Background: an optimization exercise with open tools, aiming at small area, a short achievable clock period and few clock cycles per item. Do not read the settings as production practice.
No run shown here included a check of the RTL's function; only the layout flow was run.
Power figures rest on the tool's default switching activity, not on a simulated workload.

==> design.v <==
module wt8_tt #(parameter I = 1) (
    input  wire        clk,
    input  wire        osel,
    input  wire        dsel,
    input  wire [47:0] x,
    output wire [47:0] y
);
    localparam L = 1 << (I - 1);
    reg  [48*L-1:0] d;
    wire [47:0] dout = d[48*L-1 -: 48];
    wire [47:0] din  = dsel ? dout : x;
    generate
        if (L == 1) begin : g1
            always @(posedge clk) d <= din;
        end else begin : gn
            always @(posedge clk) d <= {d[48*(L-1)-1:0], din};
        end
    endgenerate
    assign y = osel ? x : dout;
endmodule
module wt8_dl #(parameter L = 1) (
    input  wire        clk,
    input  wire        go,
    input  wire [11:0] x,
    output wire [11:0] y
);
    reg  [12*L-1:0] d;
    wire [11:0] dout = d[12*L-1 -: 12];
    wire [11:0] din  = go ? x : dout;
    generate
        if (L == 1) begin : g1
            always @(posedge clk) d <= din;
        end else begin : gn
            always @(posedge clk) d <= {d[12*(L-1)-1:0], din};
        end
    endgenerate
    assign y = dout;
endmodule
module wt8_st #(parameter B = 0, parameter I = 0) (
    input  wire        clk,
    input  wire        go,
    input  wire        xs,
    input  wire [47:0] x,
    output wire [47:0] y
);
    localparam L = 1 << I;
    function integer LA(input integer pp);
        LA = (B == 0) ? 2 * pp : pp;
    endfunction
    function integer LB(input integer pp);
        LB = LA(pp) + (1 << B);
    endfunction
    genvar p;
    generate
        for (p = 0; p < 2; p = p + 1) begin : g_pair
            wire [11:0] a  = x[12*LA(p) +: 12];
            wire [11:0] bd;
            wt8_dl #(.L(L)) u_bd (.clk(clk), .go(go), .x(x[12*LB(p) +: 12]), .y(bd));
            wire [11:0] p0 = xs ? bd : a;
            wire [11:0] p1 = xs ? a  : bd;
            wire [11:0] pd;
            wt8_dl #(.L(L)) u_pd (.clk(clk), .go(go), .x(p0), .y(pd));
            assign y[12*LA(p) +: 12] = pd;
            assign y[12*LB(p) +: 12] = p1;
        end
    endgenerate
endmodule
module wt8_pr (
    input  wire        clk,
    input  wire        go,
    input  wire [47:0] x,
    output wire [47:0] y
);
    reg [47:0] r;
    always @(posedge clk) if (go) r <= x;
    assign y = r;
endmodule
module wib_transpose8 (
    input  wire        clk,
    input  wire        rst,         
    input  wire        in_valid,
    output wire        in_ready,
    input  wire [63:0] in_data,
    output wire        out_valid,
    input  wire        out_ready,
    output wire [63:0] out_data,
    output wire        out_last     
);
    localparam IDEPTH = 4;       
    localparam LAT    = 226;          
    function is_adc(input [4:0] w);
        is_adc = (w >= 5'd4 && w <= 5'd15) || (w >= 5'd18);
    endfunction
    function tt_sel(input [7:0] lt, input integer i);
        tt_sel = lt[i] & ~lt[i-1];
    endfunction
    function tau_bit(input [7:0] lt, input integer i);
        tau_bit = lt[i];
    endfunction
    reg  [4:0]  wcnt;                     
    reg         adc_cur, adc_nxt;         
    reg         in_ready_r;
    reg  [63:0] ifq [0:IDEPTH-1];         
    reg  [1:0]  ifq_wp, ifq_rp;
    reg  [2:0]  ifq_n;
    wire in_fire = in_valid & in_ready_r;
    wire push    = in_fire & adc_cur;
    wire [4:0] wcnt_n  = in_fire ? ((wcnt == 5'd29) ? 5'd0 : wcnt + 5'd1) : wcnt;
    wire [4:0] wcnt_n1 = (wcnt_n == 5'd29) ? 5'd0 : wcnt_n + 5'd1;
    wire adc_n   = in_fire ? adc_nxt : adc_cur;
    assign in_ready = in_ready_r;
    reg  [7:0] tau;                       
    reg        started;                   
    reg        real_cur, real_prev;       
    reg        go;                        
    reg  [6:0] hold;                      
    reg  [1:0]  ob_n;                     
    reg         ovalid;
    reg  [48:0] ob0, ob1;                 
    wire fifo_ne  = (ifq_n != 3'd0);
    wire real_eff = started ? real_cur : fifo_ne;
    wire need_pop = (tau[1:0] != 2'd3);
    wire out_real = (tau >= LAT) ? real_eff : real_prev;
    wire pop      = go & real_eff & need_pop;
    wire opush    = go & out_real;
    wire opop     = ovalid & out_ready;
    wire [7:0] tau_n       = tau + {7'd0, go};
    wire       wrap        = go & (tau == 8'd255);
    wire       started_n   = go ? ~wrap : started;
    wire       real_cur_n  = (go & ~wrap) ? real_eff : real_cur;
    wire       real_prev_n = wrap ? real_eff : real_prev;
    wire [2:0] cnt_n       = ifq_n + {2'd0, push} - {2'd0, pop};
    wire [1:0] obn_n       = ob_n + {1'b0, opush} - {1'b0, opop};
    wire       fifo_ne_n   = (cnt_n != 3'd0);
    wire       real_eff_n  = started_n ? real_cur_n : fifo_ne_n;
    wire       idle_n      = ~started_n & ~fifo_ne_n & ~real_prev_n;
    wire       need_pop_n  = (tau_n[1:0] != 2'd3);
    wire       out_real_n  = (tau_n >= LAT) ? real_eff_n : real_prev_n;
    wire       cond_n      = ~idle_n & (~real_eff_n | ~need_pop_n | fifo_ne_n)
                                     & (~out_real_n | (obn_n != 2'd2));
    wire       in_win      = (hold > 7'd1);
    wire       go_n        = ~in_win & cond_n;
    wire [6:0] hold_n      = in_win ? hold - 7'd1 : ((cond_n | idle_n) ? 7'd0 : 7'd64);
    wire [7:0] tau_nx = rst ? 8'd0 : tau_n;
    wire       go_nx  = ~rst & go_n;
    reg  [47:0] resid;
    wire [63:0] head = ifq[ifq_rp];
    reg  [47:0] vin;
    always @(*) begin
        case (tau[1:0])
            2'd0:    vin = head[47:0];
            2'd1:    vin = {head[31:0], resid[15:0]};
            2'd2:    vin = {head[15:0], resid[31:0]};
            default: vin = resid;
        endcase
    end
    always @(posedge clk) begin
        if (pop) begin
            case (tau[1:0])
                2'd0:    resid <= {32'd0, head[63:48]};
                2'd1:    resid <= {16'd0, head[63:32]};
                default: resid <= head[63:16];
            endcase
        end
    end
    reg t0_o, t0_d;
    reg t1_o, t1_d;
    reg t2_o, t2_d;
    reg t3_o, t3_d;
    reg t4_o, t4_d;
    reg t6_o, t6_d;
    reg t7_o, t7_d;
    reg t8_o, t8_d;
    reg t9_o, t9_d;
    reg t10_o, t10_d;
    reg t12_o, t12_d;
    reg t13_o, t13_d;
    reg t14_o, t14_d;
    reg t15_o, t15_d;
    reg t16_o, t16_d;
    reg u18_x;
    reg u19_x;
    reg t20_o, t20_d;
    reg t21_o, t21_d;
    always @(posedge clk) begin
        t0_o <= tt_sel(tau_nx - 8'd0, 5);
        t0_d <= tt_sel(tau_nx - 8'd0, 5) | ~go_nx;
        t1_o <= tt_sel(tau_nx - 8'd16, 4);
        t1_d <= tt_sel(tau_nx - 8'd16, 4) | ~go_nx;
        t2_o <= tt_sel(tau_nx - 8'd24, 3);
        t2_d <= tt_sel(tau_nx - 8'd24, 3) | ~go_nx;
        t3_o <= tt_sel(tau_nx - 8'd28, 2);
        t3_d <= tt_sel(tau_nx - 8'd28, 2) | ~go_nx;
        t4_o <= tt_sel(tau_nx - 8'd30, 1);
        t4_d <= tt_sel(tau_nx - 8'd30, 1) | ~go_nx;
        t6_o <= tt_sel(tau_nx - 8'd32, 6);
        t6_d <= tt_sel(tau_nx - 8'd32, 6) | ~go_nx;
        t7_o <= tt_sel(tau_nx - 8'd64, 5);
        t7_d <= tt_sel(tau_nx - 8'd64, 5) | ~go_nx;
        t8_o <= tt_sel(tau_nx - 8'd80, 4);
        t8_d <= tt_sel(tau_nx - 8'd80, 4) | ~go_nx;
        t9_o <= tt_sel(tau_nx - 8'd88, 3);
        t9_d <= tt_sel(tau_nx - 8'd88, 3) | ~go_nx;
        t10_o <= tt_sel(tau_nx - 8'd92, 2);
        t10_d <= tt_sel(tau_nx - 8'd92, 2) | ~go_nx;
        t12_o <= tt_sel(tau_nx - 8'd95, 7);
        t12_d <= tt_sel(tau_nx - 8'd95, 7) | ~go_nx;
        t13_o <= tt_sel(tau_nx - 8'd159, 6);
        t13_d <= tt_sel(tau_nx - 8'd159, 6) | ~go_nx;
        t14_o <= tt_sel(tau_nx - 8'd191, 5);
        t14_d <= tt_sel(tau_nx - 8'd191, 5) | ~go_nx;
        t15_o <= tt_sel(tau_nx - 8'd207, 4);
        t15_d <= tt_sel(tau_nx - 8'd207, 4) | ~go_nx;
        t16_o <= tt_sel(tau_nx - 8'd215, 3);
        t16_d <= tt_sel(tau_nx - 8'd215, 3) | ~go_nx;
        u18_x <= tau_bit(tau_nx - 8'd220, 1);
        u19_x <= tau_bit(tau_nx - 8'd222, 0);
        t20_o <= tt_sel(tau_nx - 8'd223, 2);
        t20_d <= tt_sel(tau_nx - 8'd223, 2) | ~go_nx;
        t21_o <= tt_sel(tau_nx - 8'd225, 1);
        t21_d <= tt_sel(tau_nx - 8'd225, 1) | ~go_nx;
    end
    wire [47:0] s [0:22];
    assign s[0] = vin;
    wt8_tt #(.I(5)) t0 (.clk(clk), .osel(t0_o), .dsel(t0_d), .x(s[0]), .y(s[1]));
    wt8_tt #(.I(4)) t1 (.clk(clk), .osel(t1_o), .dsel(t1_d), .x(s[1]), .y(s[2]));
    wt8_tt #(.I(3)) t2 (.clk(clk), .osel(t2_o), .dsel(t2_d), .x(s[2]), .y(s[3]));
    wt8_tt #(.I(2)) t3 (.clk(clk), .osel(t3_o), .dsel(t3_d), .x(s[3]), .y(s[4]));
    wt8_tt #(.I(1)) t4 (.clk(clk), .osel(t4_o), .dsel(t4_d), .x(s[4]), .y(s[5]));
    wt8_pr p5 (.clk(clk), .go(go), .x(s[5]), .y(s[6]));
    wt8_tt #(.I(6)) t6 (.clk(clk), .osel(t6_o), .dsel(t6_d), .x(s[6]), .y(s[7]));
    wt8_tt #(.I(5)) t7 (.clk(clk), .osel(t7_o), .dsel(t7_d), .x(s[7]), .y(s[8]));
    wt8_tt #(.I(4)) t8 (.clk(clk), .osel(t8_o), .dsel(t8_d), .x(s[8]), .y(s[9]));
    wt8_tt #(.I(3)) t9 (.clk(clk), .osel(t9_o), .dsel(t9_d), .x(s[9]), .y(s[10]));
    wt8_tt #(.I(2)) t10 (.clk(clk), .osel(t10_o), .dsel(t10_d), .x(s[10]), .y(s[11]));
    wt8_pr p11 (.clk(clk), .go(go), .x(s[11]), .y(s[12]));
    wt8_tt #(.I(7)) t12 (.clk(clk), .osel(t12_o), .dsel(t12_d), .x(s[12]), .y(s[13]));
    wt8_tt #(.I(6)) t13 (.clk(clk), .osel(t13_o), .dsel(t13_d), .x(s[13]), .y(s[14]));
    wt8_tt #(.I(5)) t14 (.clk(clk), .osel(t14_o), .dsel(t14_d), .x(s[14]), .y(s[15]));
    wt8_tt #(.I(4)) t15 (.clk(clk), .osel(t15_o), .dsel(t15_d), .x(s[15]), .y(s[16]));
    wt8_tt #(.I(3)) t16 (.clk(clk), .osel(t16_o), .dsel(t16_d), .x(s[16]), .y(s[17]));
    wt8_pr p17 (.clk(clk), .go(go), .x(s[17]), .y(s[18]));
    wt8_st #(.B(1), .I(1)) u18 (.clk(clk), .go(go), .xs(u18_x), .x(s[18]), .y(s[19]));
    wt8_st #(.B(0), .I(0)) u19 (.clk(clk), .go(go), .xs(u19_x), .x(s[19]), .y(s[20]));
    wt8_tt #(.I(2)) t20 (.clk(clk), .osel(t20_o), .dsel(t20_d), .x(s[20]), .y(s[21]));
    wt8_tt #(.I(1)) t21 (.clk(clk), .osel(t21_o), .dsel(t21_d), .x(s[21]), .y(s[22]));
    wire [7:0] oslot = tau - LAT;
    always @(posedge clk) begin
        if (push) ifq[ifq_wp] <= in_data;
    end
    always @(posedge clk) begin
        if (rst) begin
            wcnt       <= 5'd0;
            adc_cur    <= 1'b0;
            adc_nxt    <= 1'b0;
            in_ready_r <= 1'b1;
            ifq_wp     <= 2'd0;
            ifq_rp     <= 2'd0;
            ifq_n      <= 3'd0;
            tau        <= 8'd0;
            started    <= 1'b0;
            real_cur   <= 1'b0;
            real_prev  <= 1'b0;
            go         <= 1'b0;
            hold       <= 7'd0;
            ob_n       <= 2'd0;
            ovalid     <= 1'b0;
        end else begin
            wcnt       <= wcnt_n;
            adc_cur    <= adc_n;
            if (in_fire) adc_nxt <= is_adc(wcnt_n1);
            in_ready_r <= (cnt_n != IDEPTH) | ~adc_n;
            if (push) ifq_wp <= ifq_wp + 2'd1;
            if (pop)  ifq_rp <= ifq_rp + 2'd1;
            ifq_n      <= cnt_n;
            tau        <= tau_n;
            started    <= started_n;
            real_cur   <= real_cur_n;
            real_prev  <= real_prev_n;
            go         <= go_n;
            hold       <= hold_n;
            ob_n       <= obn_n;
            ovalid     <= (obn_n != 2'd0);
        end
    end
    wire [48:0] oword = {oslot == 8'd255, s[22]};
    always @(posedge clk) begin
        if (ob_n == 2'd0 || (ob_n == 2'd1 && opop)) begin
            if (opush) ob0 <= oword;
        end else if (opop) begin
            ob0 <= ob1;
        end
        if (opush && ob_n != 2'd0 && !(ob_n == 2'd1 && opop))
            ob1 <= oword;
    end
    assign out_valid = ovalid;
    assign out_last  = ob0[48];
    assign out_data  = {4'h0, ob0[47:36], 4'h0, ob0[35:24], 4'h0, ob0[23:12], 4'h0, ob0[11:0]};
endmodule
==> run.sh <==
#!/bin/bash
# synth_recipe.tcl (not shown) runs the flow's synth.tcl, then flattens the netlist and writes it again
# the make line also repeats each setting of config.mk as NAME=value (left out here)
make -C /OpenROAD-flow-scripts/flow DESIGN_CONFIG=/design/flow/config.mk WORK_HOME=/design/flow/orfs CLKGATE_MAP_FILE= SYNTH_SCRIPT=/design/flow/synth_recipe.tcl finish
==> config.mk <==
export PLATFORM = sky130hd
export DESIGN_NAME = wib_transpose8
export DESIGN_NICKNAME = wib_transpose8
export VERILOG_FILES = /design/flow/design.v
export SDC_FILE = /design/flow/constraint.sdc
export NUM_CORES = 8
export LEC_CHECK = 0
export CAP_MARGIN = 20
export CORE_MARGIN = 2
export CORE_UTILIZATION = 25
export PLACE_DENSITY = 0.35
export SLEW_MARGIN = 20
==> constraint.sdc <==
create_clock -name core_clock -period 8.5 [get_ports {clk}]
set_input_delay 1.7000 -clock core_clock [delete_from_list [all_inputs] [get_ports {clk}]]
set_output_delay 1.7000 -clock core_clock [all_outputs]
set_load 0.01 [all_outputs]
==> out/results.tsv, run 1 <==
metric	value	unit
CP required	9.36	ns
Crit Path Class	in -> reg	
design area	314800	sq um
ys async rst share	0	
P_leak	0.1256	uW
CP startpoint	in_valid	
status	no timing/DRC/antenna violations	
Final Skew	0.05100	ns
# Post-CTS Setup Buffers	0	
Seq/Total Area, Yosys	0.9023	
vias in the first global route	102300	
H-tree Lvls	7	
Clock Latency Late Sink	1.08	ns
Least-Margin Pin Slew	1.100	ns
share of cells above drive strength 1	0.1572	
total chip power	111300	uW
synth top area cells	dfxtp_1, edfxtp_1, mux2_2, mux2i_1, mux4_2	
Pre-antenna DRT Iters	5	
most numerous cell in the Yosys netlist	dfxtp_1	
Sink Count	11320	
Synth area leader	dfxtp_1	
setup TNS	0	ns
gr usage total	0.08312	
main flop type after synthesis	dfxtp_1	
Routed Antenna Nets	0	
Placer Congestion	0.6709	
CTS tree	done	
clock buffer depth	5	
routed vias	101800	
Syn Area/Cell	17.49	sq um
PwrDens	353.5	nW/um^2
Max Clk Rate	198.5	MHz
slew margin rel.	0.2665	
Finished Layout Cells	30440	
maximum number of pins on one net before global-route repair	116	
Synth top area share	0.8222	
final hold violation count	0	
placed insts	28370	
Post-Synthesis Cell Area	258700	sq um
Reg clk slew, reported paths	0.08	ns
initial antenna violation count	29	
Nets	15940	
initial DRC count	4699	
Die ar.	1043000	sq um
Root Driver	clkbuf_16	
CP Capture Type	flop	
first-pass GRT wire length	657.3	mm
DRC violations left	0	
Critical R2R Launch	go$_SDFF_PP0_	
total routed wirelength	438.4	mm
Num CTS Buffers	1161	
Final Critical Period	5.038	ns
synth cell count leaders	dfxtp_1, edfxtp_1, mux2i_1	
hold_buf cts	0	
DP Area	276500	sq um
Post-synth EDFFs	690	
final worst-path cycle share	0.5927	
Synth cell types	67	
total grt overflow	0	
Setup Viol. Count Final	0	
chip width	1.021	mm
RSZ-0062 raised after global routing	false	
Core Rows	373	
Pins Over Slew Limit	0	
critical path data arrival time	5.89	ns
hpwl dp	241.2	mm
post-CTS sizing	0	
Max IR drop VDD	0.0001672	V
crit path max fanout	14	
DR WL/cell	14.40	microns
Synth Instances	14800	
core area	1031000	sq um
I/O pins	135	
FF+latch count, synth	11320	
initial core utilization	0.2508	
max_cap viols	0	
Die Y	1.021	mm
P&R area growth vs syn	21.67	%
HP Class	reg -> reg	
Yosys warnings	11	
vias per cell	3.346	
min-delay src	t6.d[467]$_DFF_P_	
port bufs	118	
Critical Path Start Type	primary input	
==> final timing paths <==
check / endpoint / slack [ns] / depth (start not counted)
worst max-delay path: t12_d$_DFF_P_ / 3.46 / 12
worst min-delay path: t6.d[515]$_DFF_P_ / 0.27 / 0
worst max register to register: t12_d$_DFF_P_ / 4.02 / 11
worst min register to register: t6.d[515]$_DFF_P_ / 0.27 / 0
==> layer usage <==
metal,part of all wire,GRT usage,vias up
li1,-,-,50320
met3,0.043,0.01975,1151
met5,0.000030,0,-
met2,0.41,0.1195,1660
met4,0.039,0.03717,2
met1,0.51,0.1181,48710
==> layout make-up <==
class / count / area [sq um]
fill: 101000 / 716600
sequential: 11320 / 233500
clock buffer: 1716 / 34750
multi-input combinational: 2836 / 22810
tap: 13690 / 17130
clock inverter: 326 / 3410
timing repair buffer: 201 / 1849
inverter: 331 / 1247
antenna: 26 / 65.06
==> per-stage QoR <==
stage | utilization | hold slack (ns) | setup slack [ns]
after floorplan | - | 0.3096 | 0.9371
after global placement | 0.2681 | 0.3095 | 1.910
after detailed placement | 0.2681 | 0.3121 | 2.110
after CTS | 0.3051 | 0.2641 | 3.258
after global routing | 0.3051 | 0.2766 | 3.209
final | 0.3052 | 0.2738 | 3.462
==> flip-flops by register name (all words and copies together), names as in the netlist, 49 cells and up, named ones only <==
signal,count
t12.d,3072
t13.d,1536
t6.d,1536
t0.d,768
t14.d,768
t7.d,768
t1.d,384
t15.d,384
t8.d,384
ifq,256
t16.d,192
t2.d,192
t9.d,192
t10.d,96
t20.d,96
t3.d,96
ob0,49
ob1,49
==> report_power, final <==
part	switching [uW]	internal, uW	total (uW)
Clock	19900	30000	49900
Combinational	1000	802	1810
Sequential	1250	58300	59600
==> placed cells by master (no fill, tap or decap), types with 31 or more instances in the layout <==
cell type        instances
a21o_1                  47
a211oi_1                31
edfxtp_1               690
mux2_2                 572
clkinv_2               185
clkbuf_1               252
inv_6                   35
o21ai_1                 45
o21ai_0                334
a21oi_1                202
clkbuf_8               250
nor2b_1                 41
inv_1                  328
clkbuf_16             1213
mux4_2                  80
buf_4                   79
clkdlybuf4s50_1        117
nor2_1                 231
bufinv_16               54
nand2_1                375
dfxtp_1              10600
mux2i_1                577
nand2b_1                31
==> kinds of logic (layout without fill, tap and decap cells) <==
family | count (synthesis) | after routing | synth area share
buffers and inverters | 659 | 2574 | 0.01013
and+or+nand+nor | 750 | 750 | 0.01218
other | 1 | 42 | 0.00001450
xor gates and xnor gates | 23 | 23 | 0.0008850
AOI/OAI and AO/OA | 769 | 769 | 0.01729
DFF | 11320 | 11320 | 0.9023
adders and majority gates | 21 | 21 | 0.001045
muxes | 1257 | 1257 | 0.05617
==> worst max-delay path: stages <==
cell and delay [ns]:
clkdlybuf4s50_1 0.53, and2_1 0.38, nand2_1 0.21, ha_1 0.35, inv_1 0.06, ha_1 0.19, fa_1 0.40, xnor3_1 0.42
nor3_1 0.37, o311ai_0 0.31, a211oi_4 0.71, o221ai_1 0.25
==> inputs of run 2 (changes only) <==
--- a/config.mk
+++ b/config.mk
@@ -7,6 +7,9 @@
 export LEC_CHECK = 0
 export CAP_MARGIN = 20
 export CORE_MARGIN = 2
-export CORE_UTILIZATION = 25
-export PLACE_DENSITY = 0.35
+export CORE_UTILIZATION = 55
+export CTS_BUF_LIST = sky130_fd_sc_hd__clkbuf_4 sky130_fd_sc_hd__clkbuf_8
+export CTS_CLUSTER_SIZE = 30
+export PLACE_DENSITY = 0.65
+export SETUP_SLACK_MARGIN = 4.5
 export SLEW_MARGIN = 20
==> run 2 against run 1 <==
  * Utilization grew 34 points
  * Cell count fell by 22%
  * Synthesized cell count is the same
  * Non-clock buffer count shrank 9
  * Maximum frequency rose by 29%
  * Count of clock-buffer cells in the layout increased by 807
  * Sequential share of layout area increased by 3.5 points
  * Highest routed layer is now met4
==> out/results.tsv, run 2 <==
metric	value	unit	change
hold_buf cts	0		unchanged
Crit Path Class	in -> reg		
synth top area cells	dfxtp_1, edfxtp_1, mux2_2, mux2i_1, mux4_2		
P_leak	0.1247	uW	-0.74%
Nets	16370		+2.7%
routed vias	103500		+1.6%
DRC violations left	0		unchanged
first-pass GRT wire length	590.5	mm	-10%
ys async rst share	0		unchanged
final worst-path cycle share	0.4593		-0.1334
Max IR drop VDD	0.0002047	V	+22%
Seq/Total Area, Yosys	0.9023		unchanged
Setup Viol. Count Final	0		unchanged
Placer Congestion	0.7524		+12%
CP max-delay cell	clkdlybuf4s50_1		
Yosys warnings	11		unchanged
worst hold slack	0.2785	ns	+0.004701 ns
Sink Count	11320		unchanged
maximum number of pins on one net before global-route repair	95		-18%
setup TNS	0	ns	unchanged
Pre-antenna DRT Iters	5		unchanged
Least-Margin Pin Slew	1.080	ns	-0.02012 ns
initial core utilization	0.5529		+0.3020
main flop type after synthesis	dfxtp_1		
max reg flops	3072		unchanged
RSZ-0062 raised after global routing	true		
FF+latch count, synth	11320		unchanged
initial DRC count	5205		+11%
Post-synth EDFFs	690		unchanged
Die ar.	475900	sq um	-54%
Synth top area share	0.8222		unchanged
Num CTS Buffers	1601		+38%
Die Y	689.8	microns	-32%
Post-Synthesis Cell Area	258700	sq um	unchanged
Core Rows	251		-33%
CP required	9.70	ns	+0.34 ns
Reg clk slew, reported paths	0.06	ns	-0.02 ns
hpwl dp	213.2	mm	-12%
commonest non-fill, non-tap cells in the layout	dfxtp_1, clkbuf_8, edfxtp_1, mux2i_1, mux2_2		
commonest non-fill, non-tap cell in the layout	dfxtp_1		
Max Clk Rate	256.1	MHz	+29%
DR WL/cell	16.15	microns	+12%
CTS tree	done		
Synth cell types	67		unchanged
Most Frequent Cell on Critical Path	buf_4		
chip width	689.8	microns	-32%
Syn Area/Cell	17.49	sq um	unchanged
DP Area	267000	sq um	-3.5%
max_cap viols	0		unchanged
I/O pins	135		unchanged
vias per cell	4.375		+31%
R2R depth	15		+4
initial antenna violation count	13		-55%
gr usage total	0.1628		+0.07972
Crit path largest cell delay	0.51	ns	-0.20 ns
Largest Register	t12.d		
core area	467900	sq um	-55%
Routed Antenna Nets	0		unchanged
Final Core Density	0.6422		+0.3370
critical path data arrival time	5.10	ns	-0.79 ns
clock buffer depth	5		unchanged
r2r setup slk	4.70	ns	+0.68 ns
Final Critical Period	3.904	ns	-1.134 ns
H-tree Lvls	7		unchanged
Synth Instances	14800		unchanged
crit path max fanout	9		-5
Synth area leader	dfxtp_1		
port bufs	118		unchanged
CP Capture Type	flop		
Final Skew	0.06753	ns	+0.01653 ns
CP startpoint	in_valid		
synth cell count leaders	dfxtp_1, edfxtp_1, mux2i_1		
PwrDens	345.2	nW/um^2	-2.3%
P&R area growth vs syn	16.16	%	
total grt overflow	0		unchanged
vias in the first global route	105400		+3.0%
final hold violation count	0		unchanged
crit path capture	t8_d$_DFF_P_		
share of cells above drive strength 1	0.2055		+0.04825
total routed wirelength	382.1	mm	-13%
Critical R2R Launch	go$_SDFF_PP0_		
status	no timing/DRC/antenna violations		
biggest regs	t12.d (3072), t13.d (1536), t6.d (1536)		
design area	300500	sq um	-4.5%
Critical Path Start Type	primary input		
HP Class	reg -> reg		
Root Driver	clkbuf_8		
most numerous cell in the Yosys netlist	dfxtp_1		
RR Endpoint	t8_d$_DFF_P_		
Pins Over Slew Limit	0		unchanged
crit-path cells	clkdlybuf4s50_1, and2_2, nand2_1, ha_1, inv_1, ha_2, fa_1, xnor3_1, nand2b_4, o21ai_1, o311ai_1, a211oi_4, buf_4, buf_4, nand2b_1		
Clock Latency Late Sink	1.34	ns	+0.26 ns
slew margin rel.	0.2799		+0.01342
-- run 2: cell counts after synthesis --
No cell type changed its count.
-- run 2: logic make-up after synthesis --
| logic type | Yosys count | synth area share |
|---|---|---|
| fa+ha+maj | 21 | 0.001045 |
| mux | 1257 | 0.05617 |
| xor+xnor | 23 | 0.0008850 |
| other cells | 1 | 0.00001450 |
| simple gates | 750 | 0.01218 |
| buf+inv | 659 | 0.01013 |
| flops | 11320 | 0.9023 |
| compound gates | 769 | 0.01729 |
-- run 2: what timing repair did --
item	in CTS	in global routing
gates resized for setup	55	4
endpoints found under the setup margin	66	28
pin swaps	1	0
cloned	0	0
buffers inserted	5	1
-- run 2: where the power goes --
part	leakage, uW	switching [uW]	internal, uW
logic	0.0143	915	781
clock network	0.0179	18300	24100
registers	0.0924	1340	58300
total	0.125	20500	83200
-- run 2: metrics by stage --
| stage | std cells | setup slack, ns | power, uW |
|---|---|---|---|
| floorplan | 14810 | 2.370 | 61340 |
| global route | 23650 | 4.466 | 107900 |
| finish | 23660 | 4.596 | 103700 |
| CTS | 23650 | 4.504 | 105000 |
| global placement | 20870 | 2.623 | 62320 |
| detailed placement | 20870 | 2.636 | 62490 |
-- run 2: metal layers --
metal  vias up  share of wire  global-route usage
met5         -              0                   0
met4         0          0.026             0.07567
met3       760          0.037             0.03774
met2      1824           0.43              0.2338
met1     49690           0.51              0.2352
li1      51240              -                   -
-- run 2: how the worst min path moves through the flow --
stage                             from            endpoint  slack [ns]  cells after the start
floorplan             t0.d[52]$_DFF_P_   t0.d[100]$_DFF_P_        0.31                      0
global placement     t6.d[191]$_DFF_P_   t6.d[239]$_DFF_P_        0.31                      0
detailed placement   t0.d[561]$_DFF_P_   t0.d[609]$_DFF_P_        0.31                      0
CTS                 t12.d[450]$_DFF_P_  t12.d[498]$_DFF_P_        0.28                      0
global route        t15.d[283]$_DFF_P_  t15.d[331]$_DFF_P_        0.28                      0
finish               t1.d[162]$_DFF_P_   t1.d[210]$_DFF_P_        0.28                      0
-- run 2: final cells by class --
cell class / count / area (sq um)
sequential: 11320 / 233500
fill: 32420 / 167400
clock buffer: 2523 / 31510
multi-input combinational: 2836 / 22810
tap: 6198 / 7755
clock inverter: 258 / 1944
timing repair buffer: 192 / 1719
inverter: 331 / 1247
antenna: 8 / 20.02
-- run 2: critical path: cells and delay by family --
kind | cells | cell delay, ns
adder cells (fa/ha/maj) | 3 | 0.89
buffers and inverters | 4 | 0.86
AND/OR/NAND/NOR | 4 | 0.61
AO/OA/AOI/OAI | 3 | 0.59
XOR/XNOR | 1 | 0.44
==> inputs of run 3 (changes only) <==
--- a/design.v
+++ b/design.v
@@ -101,10 +101,14 @@
     reg         adc_cur, adc_nxt;         
     reg         in_ready_r;
     reg  [63:0] ifq [0:IDEPTH-1];         
-    reg  [1:0]  ifq_wp, ifq_rp;
-    reg  [2:0]  ifq_n;
+    localparam IPW = $clog2(IDEPTH);
+    reg  [IPW-1:0] ifq_wp, ifq_rp;
+    reg  [IPW:0]   ifq_n;
+    reg  [63:0] ireg;                     
+    reg         ireg_v;                   
     wire in_fire = in_valid & in_ready_r;
-    wire push    = in_fire & adc_cur;
+    wire take    = in_fire & adc_cur;     
+    wire push    = ireg_v;
     wire [4:0] wcnt_n  = in_fire ? ((wcnt == 5'd29) ? 5'd0 : wcnt + 5'd1) : wcnt;
     wire [4:0] wcnt_n1 = (wcnt_n == 5'd29) ? 5'd0 : wcnt_n + 5'd1;
     wire adc_n   = in_fire ? adc_nxt : adc_cur;
@@ -116,8 +120,8 @@
     reg  [6:0] hold;                      
     reg  [1:0]  ob_n;                     
     reg         ovalid;
-    reg  [48:0] ob0, ob1;                 
-    wire fifo_ne  = (ifq_n != 3'd0);
+    reg  [48:0] ob0, ob1, ob2;            
+    wire fifo_ne  = (ifq_n != 0);
     wire real_eff = started ? real_cur : fifo_ne;
     wire need_pop = (tau[1:0] != 2'd3);
     wire out_real = (tau >= LAT) ? real_eff : real_prev;
@@ -129,18 +133,24 @@
     wire       started_n   = go ? ~wrap : started;
     wire       real_cur_n  = (go & ~wrap) ? real_eff : real_cur;
     wire       real_prev_n = wrap ? real_eff : real_prev;
-    wire [2:0] cnt_n       = ifq_n + {2'd0, push} - {2'd0, pop};
+    wire [IPW:0] cnt_n     = ifq_n + push - pop;
     wire [1:0] obn_n       = ob_n + {1'b0, opush} - {1'b0, opop};
-    wire       fifo_ne_n   = (cnt_n != 3'd0);
-    wire       real_eff_n  = started_n ? real_cur_n : fifo_ne_n;
-    wire       idle_n      = ~started_n & ~fifo_ne_n & ~real_prev_n;
+    wire       fifo_ne_p   = (cnt_n != 0);
+    wire       ob_room_p   = (ob_n != 2'd3) && !(ob_n == 2'd2 && opush);
+    wire       real_eff_n  = started_n ? real_cur_n : fifo_ne_p;
+    wire       idle_n      = ~started_n & ~fifo_ne_p & ~real_prev_n;
     wire       need_pop_n  = (tau_n[1:0] != 2'd3);
     wire       out_real_n  = (tau_n >= LAT) ? real_eff_n : real_prev_n;
-    wire       cond_n      = ~idle_n & (~real_eff_n | ~need_pop_n | fifo_ne_n)
-                                     & (~out_real_n | (obn_n != 2'd2));
+    wire       cond_n      = ~idle_n & (~real_eff_n | ~need_pop_n | fifo_ne_p)
+                                     & (~out_real_n | ob_room_p);
     wire       in_win      = (hold > 7'd1);
     wire       go_n        = ~in_win & cond_n;
     wire [6:0] hold_n      = in_win ? hold - 7'd1 : ((cond_n | idle_n) ? 7'd0 : 7'd64);
+    wire       pop_n        = go_n & real_eff_n & need_pop_n;
+    wire [IPW:0] cnt_nn     = cnt_n - pop_n;
+    wire       rdy_if_idle  = (cnt_nn < IDEPTH) | ~adc_cur;
+    wire       rdy_if_valid = in_ready_r ? ((cnt_nn + adc_cur < IDEPTH) | ~adc_nxt)
+                                         : rdy_if_idle;
     wire [7:0] tau_nx = rst ? 8'd0 : tau_n;
     wire       go_nx  = ~rst & go_n;
     reg  [47:0] resid;
@@ -246,7 +256,8 @@
     wt8_tt #(.I(1)) t21 (.clk(clk), .osel(t21_o), .dsel(t21_d), .x(s[21]), .y(s[22]));
     wire [7:0] oslot = tau - LAT;
     always @(posedge clk) begin
-        if (push) ifq[ifq_wp] <= in_data;
+        ireg <= in_data;
+        if (push) ifq[ifq_wp] <= ireg;
     end
     always @(posedge clk) begin
         if (rst) begin
@@ -254,9 +265,10 @@
             adc_cur    <= 1'b0;
             adc_nxt    <= 1'b0;
             in_ready_r <= 1'b1;
-            ifq_wp     <= 2'd0;
-            ifq_rp     <= 2'd0;
-            ifq_n      <= 3'd0;
+            ifq_wp     <= 0;
+            ifq_rp     <= 0;
+            ifq_n      <= 0;
+            ireg_v     <= 1'b0;
             tau        <= 8'd0;
             started    <= 1'b0;
             real_cur   <= 1'b0;
@@ -269,10 +281,11 @@
             wcnt       <= wcnt_n;
             adc_cur    <= adc_n;
             if (in_fire) adc_nxt <= is_adc(wcnt_n1);
-            in_ready_r <= (cnt_n != IDEPTH) | ~adc_n;
-            if (push) ifq_wp <= ifq_wp + 2'd1;
-            if (pop)  ifq_rp <= ifq_rp + 2'd1;
+            in_ready_r <= in_valid ? rdy_if_valid : rdy_if_idle;
+            if (push) ifq_wp <= ifq_wp + 1'b1;
+            if (pop)  ifq_rp <= ifq_rp + 1'b1;
             ifq_n      <= cnt_n;
+            ireg_v     <= take;
             tau        <= tau_n;
             started    <= started_n;
             real_cur   <= real_cur_n;
@@ -284,14 +297,13 @@
         end
     end
     wire [48:0] oword = {oslot == 8'd255, s[22]};
+    wire [1:0]  ob_w  = ob_n - {1'b0, opop};      
     always @(posedge clk) begin
-        if (ob_n == 2'd0 || (ob_n == 2'd1 && opop)) begin
-            if (opush) ob0 <= oword;
-        end else if (opop) begin
-            ob0 <= ob1;
-        end
-        if (opush && ob_n != 2'd0 && !(ob_n == 2'd1 && opop))
-            ob1 <= oword;
+        if (opush && ob_w == 2'd0) ob0 <= oword;
+        else if (opop)             ob0 <= ob1;
+        if (opush && ob_w == 2'd1) ob1 <= oword;
+        else if (opop)             ob1 <= ob2;
+        if (opush && ob_w == 2'd2) ob2 <= oword;
     end
     assign out_valid = ovalid;
     assign out_last  = ob0[48];
--- a/config.mk
+++ b/config.mk
@@ -8,8 +8,6 @@
 export CAP_MARGIN = 20
 export CORE_MARGIN = 2
 export CORE_UTILIZATION = 55
-export CTS_BUF_LIST = sky130_fd_sc_hd__clkbuf_4 sky130_fd_sc_hd__clkbuf_8
-export CTS_CLUSTER_SIZE = 30
 export PLACE_DENSITY = 0.65
-export SETUP_SLACK_MARGIN = 4.5
+export SETUP_SLACK_MARGIN = 5
 export SLEW_MARGIN = 20
==> run 3 against run 2 <==
  * Non-clock buffer count increased by 9
  * First-iteration DRC count increased by 17%
  * Sequential power decreased by 3.7%
  * Area after synthesis increased by 1.5%
  * Largest cell class unchanged
  * Sequential share of layout area about the same
  * Routed wire length increased by 5.7%
  * Sequential cell count increased by 114
  * Still clean
  * Count of clock-buffer cells in the layout decreased by 1118
  * Global-route usage increased by 0.19 points
  * Synthesized cell count increased by 3.5%
  * Clock power increased by 3%
  * Register-to-register slack improved by 0.04 ns
==> out/results.tsv, run 3 <==
metric	value	unit	change
Critical Path Start Type	flop		
hpwl dp	228.2	mm	+7.0%
P&R area growth vs syn	15.76	%	
Pre-antenna DRT Iters	6		+1
Reg clk slew, reported paths	0.06	ns	about the same
total chip power	102400	uW	-1.3%
crit path max fanout	1		-8
gr usage total	0.1647		+0.001916
Final Critical Period	3.843	ns	-0.06124 ns
routed vias	103500		-0.057%
worst setup margin	4.657	ns	+0.06124 ns
main flop type after synthesis	dfxtp_1		
FF+latch count, synth	11430		+1.0%
Synth Instances	15310		+3.5%
sequential fraction of design power	0.562		-0.013
chip width	695.1	microns	+0.76%
core area	475100	sq um	+1.5%
Sink Count	11430		+1.0%
Clock Latency Late Sink	1.10	ns	-0.24 ns
R2R depth	17		+2
initial core utilization	0.5529		about the same
Post-Synthesis Cell Area	262700	sq um	+1.5%
Seq/Total Area, Yosys	0.8991		-0.003146
fill count	32920		+1.6%
HP Class	reg -> reg		
Crit Path Class	reg -> out		
DR WL/cell	17.32	microns	+7.3%
Least-Margin Pin Slew	1.075	ns	-0.005004 ns
initial DRC count	6069		+17%
Die Y	695.1	microns	+0.76%
Post-synth EDFFs	739		+7.1%
CP required	6.80	ns	-2.90 ns
Synth cell types	68		+1.5%
total routed wirelength	404.0	mm	+5.7%
Synth top area share	0.8147		-0.007531
RSZ-0062 raised after global routing	true		
CP max-delay cell	edfxtp_1		
Routed Antenna Nets	0		unchanged
first-pass GRT wire length	612.0	mm	+3.6%
Largest Register	t12.d		
Max IR drop VDD	0.0002518	V	+23%
P_int	82390	uW	-0.99%
Crit. path cell count	1		-14
max_cap viols	0		unchanged
PwrDens	336.8	nW/um^2	-2.4%
Crit path largest cell delay	0.79	ns	+0.28 ns
Final Skew	0.08503	ns	+0.01751 ns
Setup Viol. Count Final	0		unchanged
Num CTS Buffers	946		-41%
Yosys warnings	11		unchanged
status	no timing/DRC/antenna violations		
dpl ws	3.456	ns	+0.8197 ns
slew margin rel.	0.2800		about the same
biggest regs	t12.d (3072), t13.d (1536), t6.d (1536)		
combinational fraction of design power	0.010		-0.006
final worst-path cycle share	0.4521		-0.007205
share of cells above drive strength 1	0.1370		-0.06847
Buf+Inv Stages, Crit Path	1		-3
DRC violations left	0		unchanged
port bufs	118		unchanged
commonest non-fill, non-tap cell in the layout	dfxtp_1		
P_leak	0.1252	uW	+0.45%
Clk pwr share	0.428		+0.019
clock buffer depth	4		-1
commonest non-fill, non-tap cells in the layout	dfxtp_1, clkbuf_16, edfxtp_1, mux2i_1, nand2_1		
Placer Congestion	0.7825		+4.0%
final hold violation count	0		unchanged
Die ar.	483200	sq um	+1.5%
Root Driver	clkbuf_16		
CTS tree	done		
initial antenna violation count	17		+4
crit-path cells	buf_6		
Syn Area/Cell	17.15	sq um	-1.9%
Core Rows	253		+0.80%
critical path data arrival time	2.14	ns	-2.96 ns
sequential cell area	236300	sq um	+1.2%
max reg flops	3072		unchanged
DP Area	271200	sq um	+1.6%
I/O pins	135		unchanged
Synth area leader	dfxtp_1		
maximum number of pins on one net before global-route repair	166		+75%
synth cell count leaders	dfxtp_1, edfxtp_1, mux2i_1		
Max Clk Rate	260.2	MHz	+1.6%
Crit path max-delay family	flip-flops		
synth top area cells	dfxtp_1, edfxtp_1, mux2i_1, mux2_2, o21ai_0		
Sw Pwr	20030	uW	-2.5%
Final Core Density	0.6400		-0.002201
setup TNS	0	ns	unchanged
vias per cell	4.435		+1.4%
hold_buf cts	0		unchanged
hold path depth	0		unchanged
Nets	16220		-0.89%
vias in the first global route	103500		-1.8%
multi-input logic area	23570	sq um	+3.3%
Pins Over Slew Limit	0		unchanged
H-tree Lvls	6		-1
total grt overflow	0		unchanged
most numerous cell in the Yosys netlist	dfxtp_1		
design area	304100	sq um	+1.2%
ys async rst share	0		unchanged
CP Capture Type	output port		
switch share	0.1956		-0.002351
## run 3: cell count changes after synthesis, moves of 21 or more
cell | before | now
a21oi_1 | 203 | 252
mux2i_1 | 577 | 690
o21ai_0 | 335 | 443
mux2_2 | 572 | 428
inv_1 | 330 | 459
edfxtp_1 | 690 | 739
mux2_4 | 4 | 25
nand2_1 | 376 | 471
dfxtp_1 | 10625 | 10690
o21ai_1 | 44 | 10
nor2_1 | 234 | 265
## run 3: metrics by stage
step,hold slack [ns],instances
after global placement,0.3095,21540
final,0.2602,23330
after floorplan,0.3096,15330
after detailed placement,0.3121,21540
after global routing,0.2555,23320
after CTS,0.2387,23300
## run 3: metal layers
metal | part of all wire | track usage | up-vias | wire length [microns]
met5 | 0 | 0 | - | 0
met4 | 0.030 | 0.05820 | 0 | 12290
met3 | 0.039 | 0.02659 | 741 | 15950
met2 | 0.44 | 0.2511 | 1751 | 176000
met1 | 0.49 | 0.2402 | 49760 | 199700
li1 | - | - | 51200 | -
## run 3: layout make-up
cell class / instances / area share
sequential: 11430 / 0.7770
clock buffer: 1405 / 0.09306
multi-input combinational: 3091 / 0.07750
tap: 6375 / 0.02623
clock inverter: 352 / 0.01439
timing repair buffer: 201 / 0.006003
inverter: 460 / 0.005703
antenna: 13 / 0.0001070
## run 3: path summary, 6_finish.rpt
check | slack, ns | end | start
worst max register to register | 4.74 | in_ready_r$_SDFF_PP1_ | ifq_n[0]$_SDFF_PP0_
worst min-delay path | 0.26 | t14.d[699]$_DFF_P_ | t14.d[651]$_DFF_P_
worst min register to register | 0.26 | t14.d[699]$_DFF_P_ | t14.d[651]$_DFF_P_
worst max-delay path | 4.66 | out_data[50] | ob0[38]$_DFFE_PP_
## run 3: what timing repair did
item / CTS / global route
cloned: 2 / 6
setup endpoints to repair: 237 / 227
pin swaps: 3 / 4
setup buffers: 4 / 7
resized for setup: 263 / 21
## run 3: power by group through the flow
stage / Combinational, uW / Clock [uW] / Sequential [uW]
6_report: 1050 / 43800 / 57500
5_1_grt: 1160 / 47000 / 57700
4_1_cts: 1050 / 44900 / 57600
3_5_place_dp: 1040 / 0 / 58700
3_3_place_gp: 1020 / 0 / 58600
2_1_floorplan: 679 / 0 / 58300
## run 3: kinds of logic after synthesis
| group | share of synthesized area |
|---|---|
| DFF | 0.8991 |
| buffers and inverters | 0.01222 |
| AOI/OAI and AO/OA | 0.01930 |
| adders and majority gates | 0.001172 |
| xor gates and xnor gates | 0.0009193 |
| other | 0.00001428 |
| and+or+nand+nor | 0.01472 |
| muxes | 0.05250 |

## port drivers added, routing unchanged
How much do the figures lean on ideal ports? The routed layouts below were timed once more, with nothing changed but the port constraints.
Step 1, drivers: a clkbuf_16 drives clk and a buf_2 each remaining input, both assumed.
Step 2 moves the port delays by t, midway between the first and last clock arrival at a register: inputs arrive t later, outputs are due t later. That takes back most of the time a late clock gives input paths.
a / b / c = no drivers / after step 1 / after step 2; a / b = the first two.
| run | t (ns) | setup slack, ns | hold WS [ns] |
|---|---|---|---|
| run 1 | 1.175 | 3.462 / 3.576 / 2.401 | 0.274 / 0.274 / 0.274 |
| run 2 | 1.416 | 4.596 / 4.519 / 3.263 | 0.278 / 0.278 / 0.278 |
| run 3 | 1.179 | 4.657 / 4.537 / 3.983 | 0.260 / 0.260 / 0.260 |
After both steps every run listed still meets setup and hold. For run 2, which loses most, drivers alone change the setup slack by -0.077 ns; drivers and shift together by -1.333 ns.
